Background: an optimization exercise with open tools, aiming at small area, a short achievable clock period and few clock cycles. Do not read the settings as production practice.
Only simulation tests tie the RTL to the original design; equivalence was not proved.
Power is estimated from default activity; no workload was simulated.

Design qdpa, start of the top module:
module qdpa (
    input  wire        clk,
    input  wire        rst_n,
    input  wire        host_we,
    input  wire [3:0]  host_addr,      
    input  wire [31:0] host_wdata,
    output reg  [31:0] host_rdata,
    output wire        busy,
    output wire        irq,
    output wire        mem_req,
    output wire [29:0] mem_addr,       
    input  wire        mem_ack,
    input  wire [31:0] mem_rdata,
    input  wire        mem_err
);
    localparam [31:0] ID_VAL  = 32'h51445041;
    localparam [31:0] VER_VAL = 32'h00010000;
    localparam [3:0] A_ID = 4'h0, A_VER = 4'h1, A_CTRL = 4'h2, A_STATUS = 4'h3,
                     A_CMD = 4'h4, A_N = 4'h5, A_WADDR = 4'h6, A_AADDR = 4'h7,
                     A_RESULT = 4'h8;
    localparam [3:0] E_NONE = 4'd0, E_ILLEGAL = 4'd1, E_BADLEN = 4'd2,
                     E_RANGE = 4'd3, E_BUS = 4'd4;
    localparam [1:0] M_PAIR2 = 2'd0, M_QUAD4 = 2'd1, M_SEQ = 2'd2;
    reg        ie;
    reg        st_busy, st_done, st_err, st_ign;
    reg [3:0]  st_code;
    reg [31:0] r_n, r_waddr, r_aaddr, r_result;
    assign busy = st_busy;
    assign irq  = ie & (st_done | st_err);
    always @(*) begin
        case (host_addr)
            A_ID:     host_rdata = ID_VAL;
            A_VER:    host_rdata = VER_VAL;
            A_CTRL:   host_rdata = {31'd0, ie};
            A_STATUS: host_rdata = {20'd0, st_code, 4'd0, st_ign, st_err, st_done, st_busy};
            A_N:      host_rdata = r_n;
            A_WADDR:  host_rdata = r_waddr;
            A_AADDR:  host_rdata = r_aaddr;
            A_RESULT: host_rdata = r_result;
            default:  host_rdata = 32'd0;
        endcase
    end
    wire [31:0] cmd   = host_wdata;
    wire [3:0]  c_op  = cmd[3:0];
    wire [1:0]  c_md  = cmd[5:4];
    wire        c_rsv = |cmd[15:6];
    wire        c_imm = |cmd[31:16];
    wire is_nop  = !c_rsv && c_op == 4'h0 && c_md == 2'd0 && !c_imm;
    wire is_dot  = !c_rsv && c_op == 4'h1 && c_md != 2'd3 && !c_imm;
    wire is_isum = !c_rsv && c_op == 4'h2 && c_md == 2'd0 && !c_imm;
    wire is_cvth = !c_rsv && c_op == 4'h3 && c_md == 2'd0;
    wire is_nibd = !c_rsv && c_op == 4'h4 && c_md == 2'd0 && cmd[31:24] == 8'd0;
    wire is_clr  = !c_rsv && c_op == 4'h5 && c_md == 2'd0 && !c_imm;
    wire [26:0] n_blocks  = r_n[31:5];
  ...
export LEC_CHECK = 0
export CAP_MARGIN = 20
export CORE_MARGIN = 2
export CORE_UTILIZATION = 45
export PLACE_DENSITY = 0.55
export SLEW_MARGIN = 20
create_clock -name core_clock -period 18.0 [get_ports {clk}]
standard.sh (not shown) runs the stock make flow with config.mk's settings and CLKGATE_MAP_FILE= SYNTH_SCRIPT=/design/flow/synth_recipe.tcl, a recipe that flattens the netlist after the stock synthesis.
==> flow/flow/run.sh <==
#!/bin/bash
# Own layout flow: the standard layout (standard.sh, standard synthesis
# unchanged) with its timing repair steps aiming at an 8 ns setup target
# (SETUP_SLACK_MARGIN 10 on the design's 18 ns clock) and drive-2 port
# buffers. The clock period and the constraints are the design's.
set -euo pipefail
export SETUP_SLACK_MARGIN=10
export TNS_END_PERCENT=100
export BUFFER_PORTS_ARGS="-buffer_cell sky130_fd_sc_hd__buf_2"
bash standard.sh > standard.log 2>&1
The baseline passed the timing, DRC and antenna checks.
Testbench counts at the start, summed over its fixed seeds: cycles 30,692.
Next try:
--- a/flow/config.mk
+++ b/flow/config.mk
@@ -8 +8 @@
-export CAP_MARGIN = 20
+export CAP_MARGIN = 10
@@ -10,0 +11 @@
+export CTS_BUF_LIST = sky130_fd_sc_hd__clkbuf_8
@@ -12 +13 @@
-export SLEW_MARGIN = 20
+export SLEW_MARGIN = 10
Outcome: Total power fell by 4.6%; worst setup slack is better by 0.017 ns; synthesized area is unchanged; die area stays the same; flip-flop and latch count does not change; register-to-register slack is better by 0.05 ns; cell area fell by 0.38%; wire length rose by 0.59%; global-route usage rose by 0.21 points; core utilization fell by 0.19 points.

## afterwards: timing with drivers on the ports
The flow's constraints put no driver on any port. The routed layouts listed below were extracted and timed again, unchanged, in two steps.
Step 1 assumes that a clkbuf_16 drives the clock port and a buf_2 every other input.
Step 2 moves the port delays by t, midway between the first and last clock arrival at a register: inputs arrive t later, outputs are due t later. That takes back most of the time a late clock gives input paths.
a / b / c = ideal / step 1 / step 2; a / b = the first two.
| run | t (ns) | setup WS [ns] | worst setup path after step 2 | latest minus earliest clock arrival (ns) | worst register clock-pin slew, ns |
|---|---|---|---|---|---|
| the first run | 0.775 | 9.592 / 9.442 / 9.442 | input to output | 0.059 / 0.060 | 0.07 / 0.07 |
| the second run | 0.938 | 9.608 / 9.514 / 9.514 | input to output | 0.056 / 0.057 | 0.07 / 0.07 |
After both steps setup and hold are still met in every run listed. For the first run, which loses most, drivers alone change the setup slack by -0.150 ns; drivers and shift together by -0.150 ns.
